From an optimization exercise on the open Yosys and OpenROAD flow, aimed at small area, a short achievable clock period and few clock cycles per item; shortcuts taken in it are not production practice. RTL that was checked went through simulation tests only; none was proved equivalent to the original.

==> exp/pepper: inputs <==
Design aes128_ctr, start of the top module:
module aes128_ctr (
    input  wire         clk,
    input  wire         rst,
    input  wire         cmd_valid,
    output wire         cmd_ready,
    input  wire [2:0]   cmd_op,
    input  wire [4:0]   cmd_len,
    input  wire [127:0] cmd_data,
    output reg          res_valid,
    output reg          res_err,
    output reg  [127:0] res_data
);
clock: 10.0 ns
lec_check: 0
cap_margin: 20
core_margin: 2
core_utilization: 60
place_density: 0.7
setup_slack_margin: 5
slew_margin: 20
synth_hierarchical: 1
standard.sh (not shown) runs the stock make flow with config.mk's settings and CLKGATE_MAP_FILE= SYNTH_SCRIPT=/design/flow/synth_recipe.tcl, a recipe that flattens the netlist after the stock synthesis.
==> flow/flow/run.sh <==
#!/bin/bash
set -euo pipefail
SETUP_MARGIN=6.3
bash standard.sh SETUP_SLACK_MARGIN=$SETUP_MARGIN finish > standard_flow.log 2>&1
==> exp/willow: changes against exp/pepper <==
--- a/flow/design.v
+++ b/flow/design.v
@@ -279,19 +279,18 @@
     kmid  <= kmid_d;
     kstep <= {kstep[18:0], go & op_key};
     if (!kc_busy)  kc <= in_data;
     else if (kwr)  kc <= knext;
   end
   reg [128*10-1:0] rk_all;
   integer kr;
   always @(posedge clk) begin
-    for (kr = 1; kr <= 9; kr = kr + 1)
-      if (kstep[2*kr]) rk_all[128*(kr-1) +: 128] <= kc;
-    if (kstep[19]) rk_all[128*9 +: 128] <= knext;
+    for (kr = 1; kr <= 10; kr = kr + 1)
+      if (kstep[2*kr-1]) rk_all[128*(kr-1) +: 128] <= knext;
   end
   reg [128*10-1:0] st_all;      
   reg [128*10-1:0] hu_all;      
   reg [64*10-1:0]  hm_all;      
   reg [NS-1:0]     v_all;       
   reg [NS-1:0]     e_all;       
   reg [NS-1:0]     c_all;       
   reg [5*NS-1:0]   k_all;       
==> flow/run.sh (new file) <==
#!/bin/bash
# synth_recipe.tcl (not shown) runs the flow's synth.tcl, then flattens the netlist and writes it again
# the make line also repeats each setting of config.mk as NAME=value (left out here)
make -C /OpenROAD-flow-scripts/flow DESIGN_CONFIG=/design/flow/config.mk WORK_HOME=/design/flow/orfs CLKGATE_MAP_FILE= SYNTH_SCRIPT=/design/flow/synth_recipe.tcl finish
- CORE_UTILIZATION: 60 -> 50
- PLACE_DENSITY: 0.7 -> 0.6
removed: flow/flow/run.sh
removed: flow/standard.sh
==> results.cfg <==
[timing]
max_slew_margin_pct = 11.3
fmax_ghz = 0.203
finalCriticalPeriod_ns = 4.92
worstMarginPinSlew_ns = 1.29

[layout]
final_cell_mix = xor2_1 (17,833), dfxtp_1 (6,211), nand2_1 (5,241)
area_growth_pct = 11.7

[setup_path]
cp.depth = 11
worst-path-buf-inv = 1

[outcome]
outcome = no timing/DRC/antenna violations

[global_route]
grt_pass1_wl_um = 1930000
[end of results for exp/willow]
==> results.cfg <==
[timing]
max_slew_margin_pct = 11.0
finalCriticalPeriod_ns = 3.95

[outcome]
violations = antenna rules
outcome = complete, but fails checks

[setup_path]
worst-path-buf-inv = 0

[layout]
final_cell_mix = xor2_1 (16,297), dfxtp_1 (6,138), nand2_1 (5,231)

[detailed_routing]
ant_nets = 2
[end of results for exp/pepper]
Testbench counts of exp/willow, summed over its fixed seeds: cycles 1,128, blocks 896.
No functional check of the RTL was part of exp/pepper.

==> run a: inputs <==
Another version of the RTL of aes128_ctr (not shown whole).
Design aes128_ctr, start of the top module:
module aes128_ctr (
    input  wire         clk,
    input  wire         rst,
    input  wire         cmd_valid,
    output wire         cmd_ready,
    input  wire [2:0]   cmd_op,
    input  wire [4:0]   cmd_len,
    input  wire [127:0] cmd_data,
    output reg          res_valid,
    output reg          res_err,
    output reg  [127:0] res_data
);
clock: 10.0 ns
lec_check: 0
cap_margin: 20
core_margin: 2
core_utilization: 50
cts_cluster_diameter: 100
cts_cluster_size: 22
place_density: 0.6
setup_slack_margin: 5
slew_margin: 20
synth_hierarchical: 1
==> flow/flow/run.sh <==
#!/bin/bash
set -euo pipefail
SETUP_MARGIN=6.3
bash standard.sh SETUP_SLACK_MARGIN=$SETUP_MARGIN finish > standard_flow.log 2>&1
==> inputs of run b, as changes to run a <==
--- a/flow/design.v
+++ b/flow/design.v
@@ -190,19 +190,21 @@
   reg [127:0] ctr;
   reg [128*NS-1:0] dt_all;      
   reg              s0_key;      
   reg              s0_set;      
   reg              s0_inc;      
   reg              s0_clr;      
+  reg [127:0] ctr_inc;           
   wire [127:0] ctr_now    = s0_clr ? 128'd0 :
                             s0_set ? dt_all[0 +: 128] :
-                            s0_inc ? ctr + 128'd1 : ctr;
+                            s0_inc ? ctr_inc : ctr;
   wire         kvalid_now = s0_key | (kvalid & ~s0_clr);
   always @(posedge clk) begin
-    ctr    <= ctr_now;
-    kvalid <= kvalid_now;
+    ctr     <= ctr_now;
+    ctr_inc <= ctr_now + 128'd1;
+    kvalid  <= kvalid_now;
     if (s0_key) key <= dt_all[0 +: 128];
   end
   reg         sk_v;         
   reg         rdy;          
   reg [19:0]  kstep;        
   assign cmd_ready = rdy;
==> qor summary <==
                                                               run a            run b
Result of the run                                    failed layout checks  failed layout checks
Violated checks                                        antenna rules    antenna rules
Hold Crit Endpoint                                      dt_all[2251]     dt_all[2374]
Register area share after synthesis                            40.6%            40.8%
Fraction of area in multi-input gates                          56.3%            56.0%
Vias post-DR                                                    264k             266k
Global-route track usage on met3                               4.03%            4.63%
Number of well-tap cells placed                                11.2k            11.2k
Sequential cell area                                     171,000 um2      173,000 um2
Overall die area                                         847,000 um2      856,000 um2
Number of diodes                                                 435              609
Yosys reg bits                                                 7,756            7,884
Actual slew at the worst max-slew pin                        1.24 ns          1.27 ns
All-Layer GR Usage                                             30.9%            30.5%
Proportion of synthesized area in mux cells                   0.472%           0.680%
Met2 routed WL                                                623 mm           625 mm
Post-synthesis to final-layout area growth                     13.6%            14.3%
Met2 demand-to-capacity share in global routing                49.4%            48.8%
Multi-input gate area in the final layout                269,000 um2      271,000 um2
TritonRoute pass-1 iters                                           8                9
Instance count on the critical path                               18               17
Tcrit/Tclk final                                               38.1%            37.8%
Worst Hold Slack                                            0.273 ns         0.209 ns
Wirelength per Cell                                          25.6 um          25.3 um
Area share of the largest cell type after synthesis            44.7%            44.3%
Post-Synthesis Cells                                           40.2k            40.4k
No run of this note included a check of the RTL's function; only the layout flow was run.

==> inputs of exp/fjord <==
Another version of the RTL of aes128_ctr (not shown whole).
==> flow/config.mk <==
export PLATFORM = sky130hd
export DESIGN_NAME = aes128_ctr
export DESIGN_NICKNAME = aes128_ctr
export VERILOG_FILES = /design/flow/design.v
export SDC_FILE = /design/flow/constraint.sdc
export NUM_CORES = 8
export LEC_CHECK = 0
export CAP_MARGIN = 20
export CORE_MARGIN = 2
export CORE_UTILIZATION = 50
export CTS_CLUSTER_DIAMETER = 100
export CTS_CLUSTER_SIZE = 22
export PLACE_DENSITY = 0.6
export SETUP_SLACK_MARGIN = 5
export SLEW_MARGIN = 20
export SYNTH_HIERARCHICAL = 1
==> flow/constraint.sdc <==
create_clock -name core_clock -period 10.0 [get_ports {clk}]
set_input_delay 2.0000 -clock core_clock [delete_from_list [all_inputs] [get_ports {clk}]]
set_output_delay 2.0000 -clock core_clock [all_outputs]
set_load 0.01 [all_outputs]
Scripts as last shown in full above: flow/flow/run.sh
==> inputs of exp/ember, as changes to exp/fjord <==
--- a/flow/design.v
+++ b/flow/design.v
@@ -183,15 +183,17 @@
   reg [127:0] ctr_inc;           
   wire [127:0] ctr_now    = s0_clr ? 128'd0 :
                             s0_set ? dt_all[0 +: 128] :
                             s0_inc ? ctr_inc : ctr;
   wire         kvalid_now = s0_key | (kvalid & ~s0_clr);
   always @(posedge clk) begin
     ctr     <= ctr_now;
-    ctr_inc <= ctr_now + 128'd1;
+    ctr_inc <= s0_clr ? 128'd1 :
+               s0_set ? dt_all[0 +: 128] + 128'd1 :
+               s0_inc ? ctr_inc + 128'd1 : ctr_inc;
     kvalid  <= kvalid_now;
     if (s0_key) key <= dt_all[0 +: 128];
   end
   reg         sk_v;         
   reg         rdy;          
   reg [19:0]  kstep;        
   assign cmd_ready = rdy;
==> flow/flow/run.sh (replaced) <==
#!/bin/bash
set -euo pipefail
SETUP_MARGIN=6.5
bash standard.sh SETUP_SLACK_MARGIN=$SETUP_MARGIN MAX_REPAIR_ANTENNAS_ITER_DRT=15 finish > standard_flow.log 2>&1
--- a/flow/config.mk
+++ b/flow/config.mk
@@ -5,12 +5,12 @@
 export SDC_FILE = /design/flow/constraint.sdc
 export NUM_CORES = 8
 export LEC_CHECK = 0
 export CAP_MARGIN = 20
 export CORE_MARGIN = 2
 export CORE_UTILIZATION = 50
 export CTS_CLUSTER_DIAMETER = 100
-export CTS_CLUSTER_SIZE = 22
+export CTS_CLUSTER_SIZE = 20
 export PLACE_DENSITY = 0.6
 export SETUP_SLACK_MARGIN = 5
 export SLEW_MARGIN = 20
 export SYNTH_HIERARCHICAL = 1
==> inputs of exp/raven, as changes to exp/fjord <==
--- a/flow/design.v
+++ b/flow/design.v
@@ -176,14 +176,15 @@
   reg         kvalid;
   reg [127:0] ctr;
   reg [128*NS-1:0] dt_all;      
   reg              s0_key;      
   reg              s0_set;      
   reg              s0_inc;      
   reg              s0_clr;      
+  reg              s0_enc;      
   reg [127:0] ctr_inc;           
   wire [127:0] ctr_now    = s0_clr ? 128'd0 :
                             s0_set ? dt_all[0 +: 128] :
                             s0_inc ? ctr_inc : ctr;
   wire         kvalid_now = s0_key | (kvalid & ~s0_clr);
   always @(posedge clk) begin
     ctr     <= ctr_now;
@@ -217,14 +218,15 @@
   always @(posedge clk) begin
     sk_v <= in_v & stall & ~rst;
     rdy  <= ~(in_v & stall & ~rst);
     s0_key <= go & op_key;
     s0_set <= go & op_set;
     s0_inc <= go & ctr_go;
     s0_clr <= rst | (go & op_clr);
+    s0_enc <= op_enc;
   end
   reg  [127:0] kc;
   reg  [15:0]  kmid;         
   reg  [31:0]  klin;         
   wire [15:0]  kmid_d;
   wire [31:0]  klin_d;
   wire [31:0]  ksub;
@@ -268,26 +270,26 @@
   reg [128*10-1:0] rk_all;
   integer kr;
   always @(posedge clk) begin
     for (kr = 1; kr <= 9; kr = kr + 1)
       if (kstep[2*kr]) rk_all[128*(kr-1) +: 128] <= kc;
     if (kstep[19]) rk_all[128*9 +: 128] <= knext;
   end
-  reg [128*10-1:0] st_all;      
+  reg [128*10-1:128] st_all;    
   reg [128*10-1:0] ht_all;      
   reg [64*10-1:0]  hm_all;      
   reg [NS-1:0]     v_all;       
   reg [NS-1:0]     e_all;       
   reg [NS-1:0]     c_all;       
   reg [5*NS-1:0]   k_all;       
   wire [128*10-1:0] ak_all;     
   wire [64*10-1:0]  ha_all;     
   wire [128*10-1:0] hl_all;     
   wire [128*9-1:0]  rnd_all;    
-  assign ak_all[0 +: 128] = st_all[0 +: 128] ^ key;
+  assign ak_all[0 +: 128] = (s0_enc ? dt_all[0 +: 128] : ctr) ^ key;
   generate
     for (i = 2; i <= 10; i = i + 1) begin : g_ark
       assign ak_all[128*(i-1) +: 128] = st_all[128*(i-1) +: 128] ^ rk_all[128*(i-2) +: 128];
     end
     for (i = 1; i <= 10; i = i + 1) begin : g_half_a
       aes_round_a u_ra (
           .s(ak_all[128*(i-1) +: 128]),
@@ -299,15 +301,14 @@
           .t (ht_all[128*(i-1) +: 128]),
           .m (hm_all[64*(i-1) +: 64]),
           .y (rnd_all[128*(i-1) +: 128]));
     end
   endgenerate
   integer j;
   always @(posedge clk) begin
-    st_all[0 +: 128] <= op_enc ? in_data : ctr_now;
     for (j = 1; j <= 9; j = j + 1)
       st_all[128*j +: 128] <= rnd_all[128*(j-1) +: 128];
     ht_all <= hl_all;
     hm_all <= ha_all;
     dt_all[0 +: 128] <= in_data;
     v_all[0]         <= go;
     e_all[0]         <= cmd_err;
--- a/flow/config.mk
+++ b/flow/config.mk
@@ -5,12 +5,12 @@
 export SDC_FILE = /design/flow/constraint.sdc
 export NUM_CORES = 8
 export LEC_CHECK = 0
 export CAP_MARGIN = 20
 export CORE_MARGIN = 2
 export CORE_UTILIZATION = 50
 export CTS_CLUSTER_DIAMETER = 100
-export CTS_CLUSTER_SIZE = 22
+export CTS_CLUSTER_SIZE = 20
 export PLACE_DENSITY = 0.6
 export SETUP_SLACK_MARGIN = 5
 export SLEW_MARGIN = 20
 export SYNTH_HIERARCHICAL = 1
==> summary of the runs <==
exp/raven completed, yet does not pass: antenna violations. exp/fjord finished but failed the layout checks on antenna violations. exp/ember completed without violations.
The highest worst hold slack belongs to exp/fjord, the lowest to exp/raven.
Register-to-register slack: exp/ember > exp/raven > exp/fjord.
Against exp/ember, the synthesized cell count of exp/fjord is smaller by about 2.3%.
Testbench counts of exp/ember, summed over its fixed seeds: cycles 1,128, blocks 896.
No functional check of the RTL was part of exp/fjord and exp/raven.

static timing again, ports no longer ideal:
In the flow no input, the clock included, has a driving cell. The finished layouts below were timed again as built, in two steps.
Step 1 sets driving cells, clkbuf_16 on the clock port and buf_2 on the other inputs (assumed; they add their load-dependent delay and slew).
Step 2 moves the port delays by t, midway between the first and last clock arrival at a register: inputs arrive t later, outputs are due t later. That takes back most of the time a late clock gives input paths.
a / b / c = ideal ports / drivers / drivers and shift; a / b = the first two.
| run | t, ns | slack for setup (ns) | worst register clock-pin slew, ns |
|---|---|---|---|
| exp/pepper | 1.327 | 6.053 / 6.053 / 5.151 | 0.08 / 0.08 |
| exp/willow | 1.353 | 5.076 / 5.076 / 5.076 | 0.07 / 0.07 |
| run a | 1.276 | 6.187 / 6.056 / 5.203 | 0.10 / 0.10 |
| run b | 1.266 | 6.224 / 6.196 / 5.262 | 0.11 / 0.11 |
| exp/fjord | 1.280 | 6.069 / 6.069 / 5.330 | 0.10 / 0.10 |
| exp/ember | 1.310 | 6.314 / 6.154 / 5.782 | 0.10 / 0.10 |
| exp/raven | 1.292 | 6.210 / 6.089 / 5.908 | 0.10 / 0.10 |
For run a, which loses most, drivers alone change the setup slack by -0.131 ns; drivers and shift together by -0.984 ns.
